Source: an optimization exercise on an open RTL-to-GDS flow (aim: small area, a short achievable clock period and few clock cycles per item). Production flows keep margins and buffers that such runs may drop.
The RTL was checked by simulation tests, not by an equivalence proof against the original design.
In every run shown here, the design's own scripts or RTL, not TritonCTS, make the clock network.
No driver is modelled on the clock port, so clock power and skew are understated where the tree is cut down; a real chip needs a root buffer or a tree.
Power and IR drop assume default switching activity.

==> design/flow/design.v <==
module pola_codec (
    input  wire        clk,
    input  wire        rst,
    input  wire        dec_in_valid,
    output wire        dec_in_ready,
    input  wire [11:0] dec_code,
    output reg         dec_out_valid,
    output reg  [31:0] dec_sample,
    input  wire        enc_in_valid,
    output wire        enc_in_ready,
    input  wire [31:0] enc_sample,
    output reg         enc_out_valid,
    output reg  [11:0] enc_code
);
    assign dec_in_ready = 1'b1;
    assign enc_in_ready = 1'b1;
    integer i;
    reg        dv_r, ev_r;
    reg [11:0] code_r;
    reg [31:0] samp_r;
    always @(posedge clk) begin
        if (rst) begin
            dv_r <= 1'b0;
            ev_r <= 1'b0;
        end else begin
            dv_r <= dec_in_valid;
            ev_r <= enc_in_valid;
        end
        code_r <= dec_code;
        samp_r <= enc_sample;
    end
    wire        c11 = code_r[11];
    wire [11:0] a   = {code_r[10:0] ^ {11{~c11}}, 1'b1};
    wire        inc = c11 | ~code_r[10];
    wire        n2 = |a[11:8];
    wire        n1 = |a[7:4];
    wire        c0 = n2;                 
    wire        c1 = ~n2 & n1;           
    wire        c2 = ~n2 & ~n1;          
    wire [11:0] a1 = ({12{c0}} & a) | ({12{c1}} & {a[7:0], 4'd0}) |
                     ({12{c2}} & {a[3:0], 8'd0});
    wire        f0 = a1[11];
    wire        f1 = ~a1[11] & a1[10];
    wire        f2 = ~a1[11] & ~a1[10] & a1[9];
    wire        f3 = ~a1[11] & ~a1[10] & ~a1[9];
    wire [11:0] an = ({12{f0}} & a1) | ({12{f1}} & {a1[10:0], 1'b0}) |
                     ({12{f2}} & {a1[9:0], 2'd0}) | ({12{f3}} & {a1[8:0], 3'd0});
    reg  [11:0] low;
    reg         cy, zb;
    always @(*) begin
        cy = 1'b0;
        zb = 1'b1;
        for (i = 0; i < 12; i = i + 1) begin
            low[i] = an[i] ^ (inc & (cy | zb & an[i]));
            cy     = an[i] & (cy | zb);
            zb     = zb & ~an[i];
        end
        cy = cy & inc;
    end
    wire        sp = inc & (&a);
    wire [3:0]  ex = {c0 | c1 & ~f3, ~f3 & (c0 | c2) | f3 & c1,
                      f0 | f3, f1 | f3 | sp};
    wire [30:0] dec_mag = {4'b0111, ex,
                           an[10:1] & {10{~sp}}, (an[0] | cy) & ~sp, low[11:1], 1'b0};
    wire        sg = samp_r[31];
    wire [7:0]  e  = samp_r[30:23];
    wire [22:0] f  = samp_r[22:0];
    wire        big = e[7] | (&e[6:0]);                     
    wire        mid = ~e[7] & (&e[6:4]) & (|e[3:2] | (&e[1:0])) & ~(&e[3:0]);
    wire        nzn = (&e[6:4]) | (e[6:3] == 4'b1101) | (e[6:0] == 7'd103) |
                      ((e[6:0] == 7'd102) & (|f));
    wire [3:0]  k   = 4'd14 - e[3:0];
    wire        k0  = mid & ~k[3] & ~k[2];    
    wire        k4  = mid & k[2];
    wire        k8  = mid & k[3];
    wire        q0  = ~k[1] & ~k[0];
    wire        q1  = ~k[1] & k[0];
    wire        q2  = k[1] & ~k[0];
    wire        q3  = k[1] & k[0];
    wire [24:0] m0  = {1'b1, f, 1'b0};
    wire [24:0] m1  = ({25{k0}} & m0) | ({25{k4}} & {4'd0, m0[24:4]}) |
                      ({25{k8}} & {8'd0, m0[24:8]});
    wire [24:0] sh  = ({25{q0}} & m1) | ({25{q1}} & {1'd0, m1[24:1]}) |
                      ({25{q2}} & {2'd0, m1[24:2]}) | ({25{q3}} & {3'd0, m1[24:3]});
    reg         st;
    always @(*) begin
        st = 1'b0;
        for (i = 0; i < 10; i = i + 1)
            if (i + 2 <= k) st = st | f[i];
    end
    wire [23:0] z    = {sh[24:2], sh[1] | ~mid & nzn};
    wire        g    = sh[0];
    wire [11:0] A    = z[12:1];
    wire [10:0] Bz   = z[23:13];
    wire        incp = z[0] & (g | st | z[1]);
    wire        q    = z[0] | (g & st);
    reg  [11:0] X;
    reg         c, gt;
    always @(*) begin
        c = incp & ~sg;
        for (i = 0; i < 12; i = i + 1) begin
            X[i] = A[i] ^ c;
            c    = c & A[i];
        end
        gt = sg ? q : 1'b1;
        for (i = 0; i < 12; i = i + 1)
            gt = (i < 11) ? ((X[i] & ~Bz[i]) | ((X[i] | ~Bz[i]) & gt))
                          : (X[i] | gt);
        gt = gt | c;
    end
    wire        d = ~gt;
    reg  [11:0] r;
    reg         b;
    always @(*) begin
        b = d;
        for (i = 0; i < 11; i = i + 1) begin
            r[i] = Bz[i] ^ b ^ sg;
            b    = b & ~Bz[i];
        end
        r[11] = ~b ^ sg;
    end
    wire [11:0] enc_c = big ? {12{~sg}} : r;
    always @(posedge clk) begin
        if (rst) begin
            dec_out_valid <= 1'b0;
            enc_out_valid <= 1'b0;
        end else begin
            dec_out_valid <= dv_r;
            enc_out_valid <= ev_r;
        end
        dec_sample <= {~c11, dec_mag};
        enc_code   <= enc_c;
    end
endmodule
==> design/flow/flow/run.sh <==
#!/bin/bash
# Own layout flow: the standard ORFS flow (standard.sh) with these changes:
#  - synthesis is the standard one except that abc maps with flow/abc.script
#    (area-oriented, no buffering/upsizing); register names and cells are
#    those of the standard synthesis;
#  - extract_fa is skipped (no half/full adder cells fixed before abc);
#  - the port buffers that global placement inserts on every input and output
#    are sky130_fd_sc_hd__buf_1 cells;
#  - after clock tree synthesis, flow/cts_flat.tcl replaces the tree with a
#    one-level tree: the clock port drives 3 clkbuf_16 buffers, each driving
#    a third of the flip-flops (grouped by position);
#  - synthesis buffers pass-through and constant outputs with buf_1 instead
#    of buf_4 (MIN_BUF_CELL_AND_PORTS).
# All tool output goes to flow_make.log here and to ORFS's own logs under orfs/logs.
set -euo pipefail
W=$(pwd)
export OWN_ABC_SCRIPT="$W/flow/abc.script"
export BUFFER_PORTS_ARGS="-buffer_cell sky130_fd_sc_hd__buf_1"
export CTS_ARGS="-sink_clustering_enable -repair_clock_nets -dont_use_dummy_load -buf_list sky130_fd_sc_hd__clkbuf_8"
export POST_CTS_TCL="$W/flow/cts_flat.tcl"
bash "$W/standard.sh" SYNTH_SCRIPT="$W/flow/synth.tcl" \
  MIN_BUF_CELL_AND_PORTS="sky130_fd_sc_hd__buf_1 A X" finish > "$W/flow_make.log" 2>&1
==> design/flow/flow/abc.script <==
strash
dc2
&get -n
&deepsyn -T 60 -S 1
&put
&get -n
&dch -f
&nf -R 1000 -a
&put
==> design/flow/flow/cts_flat.tcl <==
# POST_CTS hook: replace the clock tree that clock_tree_synthesis built with a
# one-level tree: the clock port drives NBUF buffers, each driving the clock
# pins of one group of flip-flops (grouped by position, about equal sizes).
set nbuf   [expr { [info exists ::env(FLAT_CTS_NBUF)] ? $::env(FLAT_CTS_NBUF) : 3 }]
set bufm   [expr { [info exists ::env(FLAT_CTS_BUF)] ? $::env(FLAT_CTS_BUF) : "sky130_fd_sc_hd__clkbuf_16" }]
set db     [ord::get_db]
set block  [ord::get_db_block]
set master [$db findMaster $bufm]
set clk    [$block findNet clk]

# clock sinks (flip-flop clock pins) and the cells of the old tree
set sinks {}
set old_insts {}
set old_nets {}
foreach inst [$block getInsts] {
  set mname [[$inst getMaster] getName]
  if { [string match "sky130_fd_sc_hd__df*" $mname] } {
    foreach it [$inst getITerms] {
      if { [[$it getMTerm] getSigType] == "CLOCK" || [[$it getMTerm] getName] == "CLK" } {
        lappend sinks $it
      }
    }
  }
}
foreach inst [$block getInsts] {
  set n [$inst getName]
  if { [string match "clkbuf_*" $n] || [string match "clkload*" $n] } {
    lappend old_insts $inst
    foreach it [$inst getITerms] {
      set net [$it getNet]
      if { $net != "NULL" && [$net getName] != "clk" && [lsearch -exact $old_nets $net] < 0 } {
        lappend old_nets $net
      }
    }
  }
}
puts "flat cts: [llength $sinks] sinks, removing [llength $old_insts] cells and [llength $old_nets] nets"

# group the sinks: sort by x into nbuf columns... split into groups of equal size
# along the longer side of their bounding box, recursively
proc sink_xy { it } {
  set inst [$it getInst]
  set loc [$inst getLocation]
  return $loc
}
proc split_groups { sinks n } {
  if { $n <= 1 } { return [list $sinks] }
  set xs {}; set ys {}
  foreach s $sinks { set l [sink_xy $s]; lappend xs [lindex $l 0]; lappend ys [lindex $l 1] }
  set dx [expr { [tcl::mathfunc::max {*}$xs] - [tcl::mathfunc::min {*}$xs] }]
  set dy [expr { [tcl::mathfunc::max {*}$ys] - [tcl::mathfunc::min {*}$ys] }]
  set idx [expr { $dx >= $dy ? 0 : 1 }]
  set keyed {}
  foreach s $sinks { lappend keyed [list [lindex [sink_xy $s] $idx] $s] }
  set sorted [lsort -integer -index 0 $keyed]
  set na [expr { $n / 2 }]
  set nb [expr { $n - $na }]
  set cut [expr { ([llength $sorted] * $na) / $n }]
  set a {}; set b {}
  set i 0
  foreach k $sorted { if { $i < $cut } { lappend a [lindex $k 1] } else { lappend b [lindex $k 1] }; incr i }
  return [concat [split_groups $a $na] [split_groups $b $nb]]
}
set groups [split_groups $sinks $nbuf]

foreach s $sinks { $s disconnect }
foreach inst $old_insts { odb::dbInst_destroy $inst }
foreach net $old_nets { odb::dbNet_destroy $net }

set gi 0
foreach g $groups {
  set sx 0; set sy 0
  foreach s $g { set l [sink_xy $s]; set sx [expr { $sx + [lindex $l 0] }]; set sy [expr { $sy + [lindex $l 1] }] }
  set cx [expr { $sx / [llength $g] }]
  set cy [expr { $sy / [llength $g] }]
  # snap to the row that holds the centroid, with that row's orientation
  set inst [odb::dbInst_create $block $master "clkbuf_flat_$gi"]
  set orient R0
  foreach row [$block getRows] {
    set rb [$row getBBox]
    if { $cy >= [$rb yMin] && $cy < [$rb yMax] } {
      set cy [$rb yMin]
      set orient [$row getOrient]
      set site [[$row getSite] getWidth]
      set cx [expr { [$rb xMin] + (($cx - [$rb xMin]) / $site) * $site }]
      break
    }
  }
  $inst setOrient $orient
  $inst setLocation $cx $cy
  $inst setPlacementStatus PLACED
  set net [odb::dbNet_create $block "clknet_flat_$gi"]
  $net setSigType CLOCK
  [$inst findITerm A] connect $clk
  [$inst findITerm X] connect $net
  foreach s $g { $s connect $net }
  puts "flat cts: buffer $gi at ($cx, $cy) drives [llength $g] sinks"
  incr gi
}
detailed_placement
check_placement -verbose
estimate_parasitics -placement
report_clock_skew
==> design/flow/flow/synth.tcl <==
# Standard synthesis (synth_recipe.tcl) with two changes: abc maps with the
# area-oriented script in flow/abc.script instead of ORFS's abc_area/abc_speed
# script (no buffering or upsizing against a 60 ps target), and extract_fa is
# skipped, so that abc maps the adder-like logic together with the rest.
proc synth {args} { yosys synth -nofsm -noshare {*}$args }
proc extract_fa {args} { puts "extract_fa skipped" }
proc abc {args} {
  set i [lsearch -exact $args -script]
  if { $i >= 0 } { lset args [expr { $i + 1 }] $::env(OWN_ABC_SCRIPT) }
  yosys abc {*}$args
}
source $::env(SCRIPTS_DIR)/synth.tcl
# left out here: clear keep_hierarchy, flatten, clean up, hide names made inside functions, write 1_2_yosys.v
==> design/flow/standard.sh <==
#!/bin/bash
# synth_recipe.tcl (not shown) runs the flow's synth.tcl, then flattens the netlist and writes it again
# the make line also repeats each setting of config.mk as NAME=value (left out here)
make -C /OpenROAD-flow-scripts/flow DESIGN_CONFIG=/design/flow/config.mk WORK_HOME=/design/flow/orfs CLKGATE_MAP_FILE= SYNTH_SCRIPT=/design/flow/synth_recipe.tcl "${@:-finish}"
==> design/flow/config.mk <==
export PLATFORM = sky130hd
export DESIGN_NAME = pola_codec
export DESIGN_NICKNAME = pola_codec
export VERILOG_FILES = /design/flow/design.v
export SDC_FILE = /design/flow/constraint.sdc
export NUM_CORES = 4
export LEC_CHECK = 0
export CAP_MARGIN = 20
export CORE_MARGIN = 2
export CORE_UTILIZATION = 40
export GPL_TIMING_DRIVEN = 0
export SLEW_MARGIN = 20
==> design/flow/constraint.sdc <==
create_clock -name core_clock -period 60.0 [get_ports {clk}]
set_input_delay 12.0000 -clock core_clock [delete_from_list [all_inputs] [get_ports {clk}]]
set_output_delay 12.0000 -clock core_clock [all_outputs]
set_load 0.01 [all_outputs]
==> impl_metrics.csv, run 1 <==
group,metric,value,unit
outcome,outcome,"no timing/DRC/antenna violations",
synthesis,synthFlopType,"dfxtp_1",
synthesis,synth_most_common_cell,"dfxtp_1",
die,chipHeight,104.1,µm
timing,worst_pin_slew,1.034,ns
synthesis,synth_edf_count,0,
clock_network,clock_latency,0.17,ns
layout,fin_cells,698,
synthesis,yosys.area.top_type,"dfxtp_1",
detailed_routing,num_vias,3851,
synthesis,syn_inst,469,
die,rows,36,
die,io_pins,96,
layout,final_area,4599,µm²
layout,antenna_cells,0,
synthesis,avgSynthCellArea,8.542,µm²
detailed_routing,routed_wl,10830,µm
timing,finalSetupTns,0,ns
synthesis,synth_top_family_by_area,"compound AO/OA/AOI/OAI gates",
critical_path,arrival,0.67,ns
synthesis,ys_seq_elements,87,
timing,maxSlewViolCount,0,
detailed_routing,via_per_inst,5.517,
synthesis,yosys_warnings,1,
layout,synthToLayoutAreaGrowth,14.80,%
synthesis,synth-xor-area-share,0.06777,
place,pre_cts_ws,47.54,ns
critical_path,end_kind,"output port",
die,die_x,104.1,µm
detailed_routing,drt-pass1-iter-count,7,
global_routing,grt-ovfl-total,0,
timing,hold_violations,0,
critical_path,r2r-end,"enc_code[10]",
place,place_congestion,0.8878,
power_and_ir_drop,irDropWorstVdd,0.02406,mV
timing,post-route-period-util,0.2111,
timing,fin_ws,47.33,ns
critical_path,critPathTopFamily,"flip-flops",
synthesis,yosysTopAreaCellShare,0.4347,
die,start_util,0.4118,
power_and_ir_drop,leakage,1.654,nW
critical_path,r2r-start,"samp_r[23]",
critical_path,reg2regPathDepth,30,
layout,nets,615,
global_routing,grt_max_degree,30,
clock_network,cts_sinks,87,
critical_path,crit_required,48.00,ns
critical_path,path_buf_inv,1,
timing,max-slew-margin-rel,0.3083,
clock_network,clk_pin_slew_worst_paths,0.10,ns
synthesis,synth.top_cells.by_area,"dfxtp_1, nor2_1, nand2_1, xnor2_1, a21oi_1",
global_routing,grt_pass1_wl,17960,µm
place,port_buffers,88,
synthesis,async_reset_ff_frac,0,
critical_path,path_cells,"buf_1",
hold_path,holdPathEnd,"dec_out_valid",
timing,clock_skew,0.006056,ns
critical_path,slowest_delay,0.34,ns
critical_path,crit_path_top_delay_cell,"dfxtp_1",
global_routing,grt.total_usage,0.1997,
synthesis,synth_compound_area_frac,0.2420,
detailed_routing,ant_nets,0,
synthesis,syn_area,4006,µm²
detailed_routing,route.detailed.wl_per_inst,15.52,µm
power_and_ir_drop,powerDensity,25.70,nW/µm²
timing,setup-violations-final,0,
hold_path,min_path_type,"reg2reg",
global_routing,first_global_vias,3729,
place,placed_cells,695,
critical_path,path_max_fanout,1,
critical_path,rrSetupSlack,51.86,ns
run,drv_cap,0,
synthesis,synth_common_cells,"dfxtp_1, nor2_1, nand2_1",
detailed_routing,remaining_drc_errors,0,
synthesis,synth_fa_ha_area_frac,0.002498,
synthesis,yosys.area_share.simple,0.1993,
global_routing,antenna_found_initial,0,
layout,drive_gt1_frac,0.007080,
hold_path,holdCritStartpoint,"dv_r",
die,design.core.area,9729,µm²
timing,clock.fmax,78.95,MHz
power_and_ir_drop,power,118.2,µW
timing,rsz0062_at_grt,"false",
critical_path,startpoint_type,"flop",
critical_path,crit_type,"reg2out",
place,placed_cell_area,4524,µm²
synthesis,synthMuxAreaShare,0.03310,
die,die_area,10830,µm²
detailed_routing,first_iter_violations,233,
hold_path,hold_path_depth,1,
place,hpwl,8142,µm
synthesis,synth.distinct_cells,46,
timing,min_period,12.67,ns
synthesis,ys_seq_area_frac,0.4347,
stage by stage:
| stage | util | hold slack (ns) |
|---|---|---|
| floorplan | - | 0.4138 |
| global placement | 0.4648 | 0.4343 |
| detailed placement | 0.4650 | 0.4344 |
| global route | 0.4727 | 0.4770 |
| finish | 0.4727 | 0.4524 |
report_power, final:
group	total [mW]	internal, mW	switching (mW)	leakage [nW]
registers	0.0682	0.0645	0.00371	0.732
clock network	0.0229	0.00925	0.0136	0.0370
logic	0.0272	0.0106	0.0166	0.884
worst max-delay path by stage:
stage	start	depth (start not counted)	to
after global placement	dec_sample[24]	1	dec_sample[24]
after detailed placement	dec_sample[8]	1	dec_sample[8]
final	dec_sample[24]	1	dec_sample[24]
after floorplan	dec_out_valid	0	dec_out_valid
after global routing	enc_code[11]	1	enc_code[11]
sequential cells by signal (all words and copies together), names as in the netlist:
register and count:
enc_code 12, dec_sample 27, dec_out_valid 1, ev_r 1, dv_r 1, samp_r 32
enc_out_valid 1, code_r 12
layer usage:
layer | GRT usage | vias to the layer above | wire length, µm
li1 | - | 1901 | -
met1 | 0.2763 | 1742 | 4868
met2 | 0.3205 | 187 | 4943
met3 | 0.03008 | 21 | 800
met4 | 0.06274 | 0 | 218
met5 | 0 | - | 0
cells by family after synthesis:
group / after synthesis
AO/OA/AOI/OAI: 144
XOR/XNOR: 31
adder cells (fa/ha/maj): 1
buffers and inverters: 20
flip-flops: 87
multiplexers: 13
other: 2
AND/OR/NAND/NOR: 171
layout make-up:
type                            instances  area (µm²)
Fill cell                            1039        5130
Multi-Input combinational cell        367        2211
Sequential cell                        87        1742
Timing Repair Buffer                   88       330.3
Tap cell                              133       166.4
Buffer                                 10       101.3
Inverter                               13       48.80
placed cells by master (no fill, tap or decap), drive strengths merged, types with 4 or more instances in the layout:
cell / instances
a21oi: 32
o221ai: 6
nand2: 45
and3: 5
o22ai: 20
nor4: 4
a22oi: 19
clkinv: 13
o21ai: 19
nor2b: 13
buf: 95
xor2: 12
a21boi: 8
a221oi: 7
a222oi: 5
xnor2: 19
nor3: 18
a211oi: 4
mux2i: 11
nor2: 52
nand3: 9
nand2b: 7
or2: 7
conb: 7
o21a: 5
dfxtp: 87
Testbench counts, summed over its fixed seeds: cycles 16,016, items 32,000.
==> run 2: changes to the inputs <==
--- a/design/flow/design.v
+++ b/design/flow/design.v
@@ -41,3 +41,3 @@
                      ({12{c2}} & {a[3:0], 8'd0});
-    wire        f0 = a1[11];
+    wire        f0 = a1[11];             
     wire        f1 = ~a1[11] & a1[10];
@@ -45,4 +45,4 @@
     wire        f3 = ~a1[11] & ~a1[10] & ~a1[9];
-    wire [11:0] an = ({12{f0}} & a1) | ({12{f1}} & {a1[10:0], 1'b0}) |
-                     ({12{f2}} & {a1[9:0], 2'd0}) | ({12{f3}} & {a1[8:0], 3'd0});
+    wire [11:0] a2 = a1[11:10] == 2'b00 ? {a1[9:0], 2'd0} : a1;
+    wire [11:0] an = a2[11] ? a2 : {a2[10:0], 1'b0};
     reg  [11:0] low;
--- a/design/flow/flow/run.sh
+++ b/design/flow/flow/run.sh
@@ -12,3 +12,5 @@
 #  - synthesis buffers pass-through and constant outputs with buf_1 instead
-#    of buf_4 (MIN_BUF_CELL_AND_PORTS).
+#    of buf_4 (MIN_BUF_CELL_AND_PORTS);
+#  - one tie cell per constant value drives the buffers of the constant
+#    outputs (SKIP_REPAIR_TIE_FANOUT).
 # All tool output goes to flow_make.log here and to ORFS's own logs under orfs/logs.
@@ -21,2 +23,2 @@
 bash "$W/standard.sh" SYNTH_SCRIPT="$W/flow/synth.tcl" \
-  MIN_BUF_CELL_AND_PORTS="sky130_fd_sc_hd__buf_1 A X" finish > "$W/flow_make.log" 2>&1
+  MIN_BUF_CELL_AND_PORTS="sky130_fd_sc_hd__buf_1 A X" SKIP_REPAIR_TIE_FANOUT=1 finish > "$W/flow_make.log" 2>&1
==> impl_metrics.csv, run 2 <==
group,metric,value,unit
synthesis,synth_common_cells,"dfxtp_1, nor2_1, o22ai_1",
clock_network,clk_pin_slew_worst_paths,0.10,ns
global_routing,grt.total_usage,0.1838,
critical_path,arrival,0.68,ns
critical_path,path_cells,"buf_1",
synthesis,synthFlopType,"dfxtp_1",
layout,final_core_util,0.4790,
critical_path,crit_required,48.00,ns
power_and_ir_drop,powerDensity,27.16,nW/µm²
synthesis,synth_most_common_cell,"dfxtp_1",
critical_path,crit_path_top_delay_cell,"dfxtp_1",
timing,setup-violations-final,0,
die,die_area,10490,µm²
critical_path,crit_type,"reg2out",
die,start_util,0.4153,
global_routing,antenna_found_initial,0,
layout,final_cell_mix,"buf_1, dfxtp_1, nor2_1",
layout,final_common_cell,"buf_1",
critical_path,critPathTopFamily,"flip-flops",
critical_path,path_buf_inv,1,
clock_network,clock_latency,0.17,ns
power_and_ir_drop,leakage,1.538,nW
run,drv_cap,0,
layout,drive_gt1_frac,0.01311,
place,hpwl,7162,µm
timing,post-route-period-util,0.2114,
synthesis,syn_inst,440,
synthesis,ys_seq_elements,87,
layout,nets,584,
detailed_routing,via_per_inst,5.463,
timing,clock.fmax,78.85,MHz
layout,reg_top3,"samp_r (32), dec_sample (27)",
place,place_congestion,0.8928,
detailed_routing,remaining_drc_errors,0,
layout,synthToLayoutAreaGrowth,15.34,%
synthesis,yosys.area.top_type,"dfxtp_1",
detailed_routing,ant_nets,0,
critical_path,startpoint_type,"flop",
global_routing,first_global_vias,3193,
die,rows,35,
synthesis,syn_area,3874,µm²
critical_path,path_max_fanout,1,
global_routing,grt_pass1_wl,15540,µm
die,die_x,102.4,µm
outcome,outcome,"no timing/DRC/antenna violations",
clock_network,cts_sinks,87,
timing,min_period,12.68,ns
layout,largest_reg_flops,32,
timing,worst_pin_slew,1.102,ns
timing,maxSlewViolCount,0,
synthesis,ys_seq_area_frac,0.4496,
detailed_routing,drt-pass1-iter-count,9,
detailed_routing,route.detailed.wl_per_inst,14.29,µm
critical_path,end_kind,"output port",
layout,largest_register,"samp_r",
timing,clock_skew,0.009026,ns
synthesis,synth.distinct_cells,38,
detailed_routing,num_vias,3622,
synthesis,yosys_warnings,1,
timing,max-slew-margin-rel,0.2624,
synthesis,synth_edf_count,0,
detailed_routing,first_iter_violations,377,
synthesis,synth.top_cells.by_area,"dfxtp_1, nor2_1, o22ai_1, xnor2_1, a222oi_1",
timing,hold_violations,0,
global_routing,grt_max_degree,30,
synthesis,async_reset_ff_frac,0,
timing,rsz0062_at_grt,"false",
detailed_routing,routed_wl,9476,µm
critical_path,slowest_delay,0.36,ns
hold_path,min_path_type,"reg2reg",
die,chipHeight,102.4,µm
die,io_pins,96,
global_routing,grt-ovfl-total,0,
layout,antenna_cells,0,
power_and_ir_drop,irDropWorstVdd,0.02799,mV
synthesis,avgSynthCellArea,8.804,µm²
place,port_buffers,88,
timing,finalSetupTns,0,ns
synthesis,yosysTopAreaCellShare,0.4496,
die,design.core.area,9328,µm²
[run 2: cell types whose count changed in the layout (fill, tap and decap cells not counted), sizes merged, moves of 7 or more]
cell	previous run	this run
a21oi	32	16
o22ai	20	35
o21ai	19	26
a222oi	5	15
nor3	18	7
nand2	45	29
nor2	52	64
a22oi	19	7
[run 2: layout make-up]
type	count	area, µm²
Multi-Input combinational cell	337	2077
Tap cell	129	161.4
Timing Repair Buffer	91	352.8
Sequential cell	87	1742
Buffer	10	101.3
Fill cell	936	4860
Inverter	9	33.78
[run 2: final timing paths]
path / startpoint / end / slack [ns] / cells after the start
worst max-delay path: dec_sample[26] / dec_sample[26] / 47.32 / 1
worst max register to register: samp_r[24] / enc_code[9] / 52.44 / 28
worst min-delay path: ev_r / enc_out_valid / 0.45 / 1
worst min register to register: ev_r / enc_out_valid / 0.45 / 1
[run 2: routing by layer]
| metal | track usage | up-vias | wire [µm] |
|---|---|---|---|
| met3 | 0.02873 | 7 | 603 |
| met2 | 0.2859 | 137 | 4247 |
| li1 | - | 1823 | - |
| met5 | 0 | - | 0 |
| met4 | 0.04718 | 0 | 95 |
| met1 | 0.2661 | 1655 | 4530 |
[run 2: cells by family (layout without fill, tap and decap cells)]
kind of cell	after synthesis	after routing	synth area share
xor+xnor	36	36	0.08139
other cells	2	2	0.001939
flops	87	87	0.4496
compound gates	133	133	0.2345
buf+inv	16	110	0.01550
mux	15	15	0.03908
simple gates	151	151	0.1780
[run 2: where the power goes]
part | switching [mW] | internal (mW) | total [mW]
clock network | 0.0138 | 0.00926 | 0.0231
registers | 0.00365 | 0.0654 | 0.0690
logic | 0.0177 | 0.0116 | 0.0293
total | 0.0351 | 0.0863 | 0.121
[run 2: metrics by stage]
step | cells | instance area (µm²) | power [mW] | hold WS, ns | setup WS, ns
floorplan | 440 | 3874 | 0.09004 | 0.4138 | 47.67
global placement | 657 | 4365 | 0.09929 | 0.4298 | 47.52
detailed placement | 660 | 4393 | 0.09962 | 0.4295 | 47.52
global route | 663 | 4468 | 0.1298 | 0.4704 | 47.26
finish | 663 | 4468 | 0.1214 | 0.4500 | 47.32
Testbench counts of run 2, summed over its fixed seeds: cycles 16,016, items 32,000.

==> port drivers added, routing unchanged <==
The results above use ideal ports. As a check the final layouts listed here were re-extracted and re-timed, cells and wires unchanged.
Step 1: set_driving_cell puts a clkbuf_16 on clk and a buf_2 on each other input, an assumption about the parent block.
Step 2 times the ports against the registers' clock, not the clock port: input delays grow and output delays shrink by t, the midpoint of the rising clock arrivals with the driver on.
Three values: ideal ports, drivers, drivers and shift; two values: the first two.
| run | t (ns) | setup slack, ns | worst setup path after step 2 | worst register clock-pin slew, ns |
|---|---|---|---|---|
| run 1 | 0.228 | 47.334 / 47.268 / 47.496 | register to output | 0.10 / 0.10 |
| run 2 | 0.229 | 47.318 / 47.251 / 47.480 | register to output | 0.11 / 0.11 |
After both steps every run listed still meets setup and hold.
